Background: an optimization exercise with open tools, aiming at small area, a short achievable clock period and few clock cycles per item. Do not read the settings as production practice. At most, simulation tests tie the RTL to the original design; equivalence was not proved. Power and IR drop assume default switching activity.

## oak
// pf_engine
module pf_engine (
    input  wire        clk,
    input  wire        rst,
    input  wire        cmd_valid,
    output wire        cmd_ready,
    input  wire [1:0]  cmd_op,
    input  wire [7:0]  cmd_klen,
    input  wire [7:0]  cmd_tlen,
    input  wire        in_valid,
    output wire        in_ready,
    input  wire [7:0]  in_data,
    output wire        out_valid,
    input  wire        out_ready,
    output wire [7:0]  out_data,
    output wire        done,
    output wire [2:0]  err_code,
    output wire [15:0] err_info
);
    localparam OP_ENC = 2'd0, OP_DEC = 2'd1, OP_MAT = 2'd2;
    localparam SC_NONE = 2'd0, SC_EMPTY = 2'd1, SC_ODD = 2'd2, SC_BAD = 2'd3;
    localparam IS_IDLE = 2'd0, IS_CAP = 2'd1, IS_STREAM = 2'd2;
    function [5:0] alpha(input integer i);
        alpha = (i < 26) ? (6'd33 + i) : (i - 10);
    endfunction
    reg [1:0] ist;
    reg       cmd_ready_r, in_ready_r;
    reg [1:0] op_in;
    reg [7:0] krem, trem;
    reg [1:0] sc_in;
    reg       started;
    reg       init_req;
    reg [7:0] mb, sb;
    reg       m_v, s_v;
    reg       m_first, m_last, m_text, m_null;
  ...
Size in the first run: about 400 flip-flops.
Settings: LEC_CHECK=0, CAP_MARGIN=20, CORE_MARGIN=2, CORE_UTILIZATION=40, SLEW_MARGIN=20; clock period 10.0 ns.
standard.sh (not shown) runs the stock make flow with config.mk's settings and CLKGATE_MAP_FILE= SYNTH_SCRIPT=/design/flow/synth_recipe.tcl, a recipe that flattens the netlist after the stock synthesis.
==> flow/flow/run.sh <==
#!/bin/bash
set -euo pipefail
bash standard.sh BUFFER_PORTS_ARGS="-buffer_cell sky130_fd_sc_hd__buf_4" \
    SETUP_SLACK_MARGIN=6.4 TNS_END_PERCENT=100 finish > standard_flow.log 2>&1
Testbench counts of oak, summed over its fixed seeds: cycles 24,755, bytes 24,035.
What pine does differently from oak at the input level:
==> flow/flow/run.sh <==
#!/bin/bash
set -euo pipefail
bash standard.sh BUFFER_PORTS_ARGS="-buffer_cell sky130_fd_sc_hd__buf_4" \
    SETUP_SLACK_MARGIN=6.8 TNS_END_PERCENT=100 finish > standard_flow.log 2>&1
### Flow results
- pine finished end to end and its layout was clean on timing, DRC and antenna.
- Relative to oak, the worst setup timing slack at the placement stage of pine is lower by 0.032 ns.
- In pine relative to oak, DRC violation total after the first TritonRoute iteration had gone up by more than 10%.
- Comparing global routing usage summed across all routing layers for oak and pine, the smaller number came from oak.
- In the tables for oak and pine, first-pass GRT wire length reads lower with oak.
- Measured against each other, oak and pine differ in clock network contribution to total cell area, the lower figure coming from oak.
- Between oak and pine, total design power increased.
- Flip-flop and latch count after synthesis came out exactly the same in oak and pine.
- pine ends up with higher area added between synthesis and finish than oak does.
- Comparing oak and pine, number of diodes added for antenna fixing is higher on oak.
- In pine the core utilization turned out 2.0 points higher than in oak.
Edits applied to the flow inputs when going from pine to birch:
- an added CTS_CLUSTER_DIAMETER of 100
- an added CTS_CLUSTER_SIZE of 25
[summary]
- In the reports for birch and pine, the smaller via count of the first global-routing pass belongs to birch.
- For pine, the critical path launch point was mb[4], unlike birch, where it was openc.
- birch ends up with a combinational cell fraction of total power that is 5.4 points higher than in pine.
- In the route summary, birch ends up with a via count below that of pine.
- birch vs pine — detailed-routing iteration count for the pre-antenna-repair pass rose 1.
- Highest fanout seen on the critical path on birch is down relative to pine.
- Final hold slack: birch vs pine — no meaningful difference
Setup changes, birch to maple
- clearing CTS_CLUSTER_DIAMETER, which used to be 100
- clearing CTS_CLUSTER_SIZE, which used to be 25
==> flow/flow/run.sh <==
#!/bin/bash
set -euo pipefail
bash standard.sh BUFFER_PORTS_ARGS="-buffer_cell sky130_fd_sc_hd__buf_4" finish > standard_flow.log 2>&1
Notes after the runs:
Sort birch and maple by source-to-sink clock delay at the later pin of the worst-skew pair, descending, and maple comes first.
The combined area of the multi-input logic cells of maple falls short of that of birch by 5.2%.
The run showing the greater fraction of area in registers is maple.
maple vs. birch: part of the power in the clock network went up by 11 points.
Compared with birch, maple shows a lower hold slack.
When maple is set beside birch, its number of cells in the finished layout apart from fillers turns out to be 2.4% smaller.
Placer congestion estimate up 1.4% in maple wrt birch
Changes in cedar relative to maple:
- CAP_MARGIN changed from 20 to 25
- SLEW_MARGIN changed from 20 to 25
- CORE_UTILIZATION changed from 40 to 52
==> flow/flow/run.sh <==
#!/bin/bash
set -euo pipefail
bash standard.sh BUFFER_PORTS_ARGS="-buffer_cell sky130_fd_sc_hd__buf_4" \
    SETUP_SLACK_MARGIN=6.8 TNS_END_PERCENT=100 finish > standard_flow.log 2>&1
Notes after the runs:
cedar: full flow OK, the timing, design-rule and antenna checks passed. For cedar, the highest metal layer with signal wires was met4, unlike maple, where it was met5. cedar vs maple: share of power burned in the clock network down in cedar. For the routed wire length, cedar came in 10 mm higher than maple did. Of maple and cedar, the higher cell area after layout belongs to cedar. Sort maple and cedar by number of tap cells inserted asc -> top: cedar. Changes observed in cedar relative to maple: power density over the cells dropped about 0.6%; final period demand of the worst path dropped 1.60 ns; proportion of power drawn by combinational gates up 4.8 points; cell area reported after detailed placement decreased 200 um^2. Compared to maple, cedar leaves less free space in the core.

* * *

Setup of run 4:
Another version of the RTL of pf_engine (not shown whole).
Size in the first run: about 2500 cells after synthesis, about 360 flip-flops, ~62 I/O pins, ~22000 µm² of cells after synthesis.
==> flow/config.mk <==
export PLATFORM = sky130hd
export DESIGN_NAME = pf_engine
export DESIGN_NICKNAME = pf_engine
export VERILOG_FILES = /design/flow/design.v
export SDC_FILE = /design/flow/constraint.sdc
export NUM_CORES = 4
export LEC_CHECK = 0
export CAP_MARGIN = 20
export CORE_MARGIN = 2
export CORE_UTILIZATION = 40
export SLEW_MARGIN = 20
==> flow/constraint.sdc <==
create_clock -name core_clock -period 10.0 [get_ports {clk}]
set_input_delay 2.0000 -clock core_clock [delete_from_list [all_inputs] [get_ports {clk}]]
set_output_delay 2.0000 -clock core_clock [all_outputs]
set_load 0.01 [all_outputs]
==> flow/flow/run.sh <==
#!/bin/bash
set -euo pipefail
bash standard.sh BUFFER_PORTS_ARGS="-buffer_cell sky130_fd_sc_hd__buf_4" \
    SETUP_SLACK_MARGIN=7.2 TNS_END_PERCENT=100 finish > standard_flow.log 2>&1
[inputs] run 3 vs run 4
==> flow/flow/run.sh <==
#!/bin/bash
set -euo pipefail
bash standard.sh BUFFER_PORTS_ARGS="-buffer_cell sky130_fd_sc_hd__buf_4" \
    SETUP_SLACK_MARGIN=6.8 TNS_END_PERCENT=100 finish > standard_flow.log 2>&1
--- outcome ---
The number of sequential cells in the layout of run 4 and that of run 3 are within noise of each other.
Diff run 4 -> run 3: clock-buffer cell count rose 12%, initial antenna violation count fell 4, maximum operating frequency rose about 1.1%.
Function was not checked in any run of this note: the RTL went through the layout flow alone.

* * *

pf_engine, a different RTL version from the one above (not shown whole).
For scale: roughly 2,600 cells after synthesis, roughly 400 flip-flops.
Settings: LEC_CHECK=0, CAP_MARGIN=25, CORE_MARGIN=2, CORE_UTILIZATION=45, CTS_CLUSTER_DIAMETER=100, CTS_CLUSTER_SIZE=25, SLEW_MARGIN=25; clock period 10.0 ns.
==> flow/flow/run.sh <==
#!/bin/bash
set -euo pipefail
bash standard.sh BUFFER_PORTS_ARGS="-buffer_cell sky130_fd_sc_hd__buf_4" \
    SETUP_SLACK_MARGIN=6.7 TNS_END_PERCENT=100 finish > standard_flow.log 2>&1
Testbench counts at the start, summed over its fixed seeds: cycles 24,755, bytes 24,035.
Rerun with:
==> flow/flow/run.sh (replaced) <==
#!/bin/bash
set -euo pipefail
bash standard.sh BUFFER_PORTS_ARGS="-buffer_cell sky130_fd_sc_hd__buf_4" \
    SETUP_SLACK_MARGIN=6.8 TNS_END_PERCENT=100 finish > standard_flow.log 2>&1
- CORE_UTILIZATION: 45 -> 50
Result: The changed run passed the timing, design-rule and antenna checks; via count grows by a few percent; worst setup slack gains 0.27 ns; hold slack hardly moves; clock skew goes down by 0.010 ns; global-route usage came out higher by 3.6 points; final area went up by a few percent; die area decreases by roughly a tenth.
Rerun with:
- CAP_MARGIN: 25 -> 20
- CORE_UTILIZATION: 50 -> 40
- SLEW_MARGIN: 25 -> 20
The changed run passed the timing, design-rule and antenna checks; non-clock buffer count falls by 12; utilization falls by 11 points; clock skew stays flat; cell area rises by about 0.6%; die area rises by 25%; hold slack is about the same; power falls by about 0.44%; maximum frequency falls by 0.36%; sequential cell count stays the same; global-route usage falls by 7.5 points.
Rerun with:
- CTS_CLUSTER_SIZE: 25 -> 30
Result: Design area rises slightly; synthesized cell count stays the same; global-route usage barely changes.
Rerun with:
==> flow/flow/run.sh (replaced) <==
#!/bin/bash
set -euo pipefail
bash standard.sh BUFFER_PORTS_ARGS="-buffer_cell sky130_fd_sc_hd__buf_4" \
    SETUP_SLACK_MARGIN=6.6 TNS_END_PERCENT=100 finish > standard_flow.log 2>&1
- CTS_CLUSTER_SIZE: 30 -> 25
The changed run finished with timing, DRC and antenna clean.
Combinational power drops by 13%.
Routed wire length drops by 3.4%.
Count of clock-buffer cells in the layout climbs by 5.
Final cell count drops by 1.8%.
Setup slack degrades by 0.18 ns.
Final area drops by 4.5%.
Register-to-register slack degrades by 0.18 ns.
Hold slack is about the same.
Global-route usage drops by 0.42 points.
Die area does not change.

## separate check: timing with driven ports
Ports are ideal in the flow. The routed layouts listed here were re-timed in OpenROAD.
Step 1: set_driving_cell puts a clkbuf_16 on clk and a buf_2 on each other input, an assumption about the parent block.
Step 2 moves the port delays by t, midway between the first and last clock arrival at a register: inputs arrive t later, outputs are due t later. That takes back most of the time a late clock gives input paths.
a / b / c = no drivers / after step 1 / after step 2; a / b = the first two.
| run | t (ns) | setup slack, ns | hold WS [ns] | latest minus earliest clock arrival (ns) |
|---|---|---|---|---|
| oak | 0.656 | 6.516 / 6.516 / 6.140 | 0.450 / 0.450 / 0.450 | 0.040 / 0.040 |
| pine | 0.673 | 6.708 / 6.708 / 6.320 | 0.461 / 0.461 / 0.461 | 0.033 / 0.033 |
| birch | 0.627 | 6.655 / 6.655 / 6.475 | 0.463 / 0.463 / 0.463 | 0.028 / 0.027 |
| maple | 0.657 | 5.108 / 5.108 / 5.108 | 0.449 / 0.449 / 0.449 | 0.041 / 0.041 |
| cedar | 0.658 | 6.706 / 6.706 / 6.398 | 0.452 / 0.452 / 0.452 | 0.024 / 0.024 |
| run 4 | 0.675 | 6.628 / 6.628 / 6.038 | 0.485 / 0.485 / 0.485 | 0.045 / 0.045 |
| run 3 | 0.671 | 6.666 / 6.681 / 6.010 | 0.473 / 0.473 / 0.473 | 0.027 / 0.027 |
| the first run of note 3 | 0.640 | 6.515 / 6.515 / 6.432 | 0.466 / 0.466 / 0.466 | 0.030 / 0.030 |
| the second run of note 3 | 0.633 | 6.786 / 6.755 / 6.462 | 0.465 / 0.465 / 0.465 | 0.020 / 0.019 |
| the third run of note 3 | 0.632 | 6.774 / 6.774 / 6.425 | 0.462 / 0.462 / 0.462 | 0.021 / 0.022 |
| the fourth run of note 3 | 0.625 | 6.743 / 6.743 / 6.446 | 0.464 / 0.464 / 0.464 | 0.027 / 0.027 |
| the fifth run of note 3 | 0.627 | 6.560 / 6.560 / 6.396 | 0.462 / 0.462 / 0.462 | 0.026 / 0.025 |
After both steps every run listed still meets setup and hold. For run 3, which loses most, drivers alone change the setup slack by +0.015 ns; drivers and shift together by -0.656 ns.
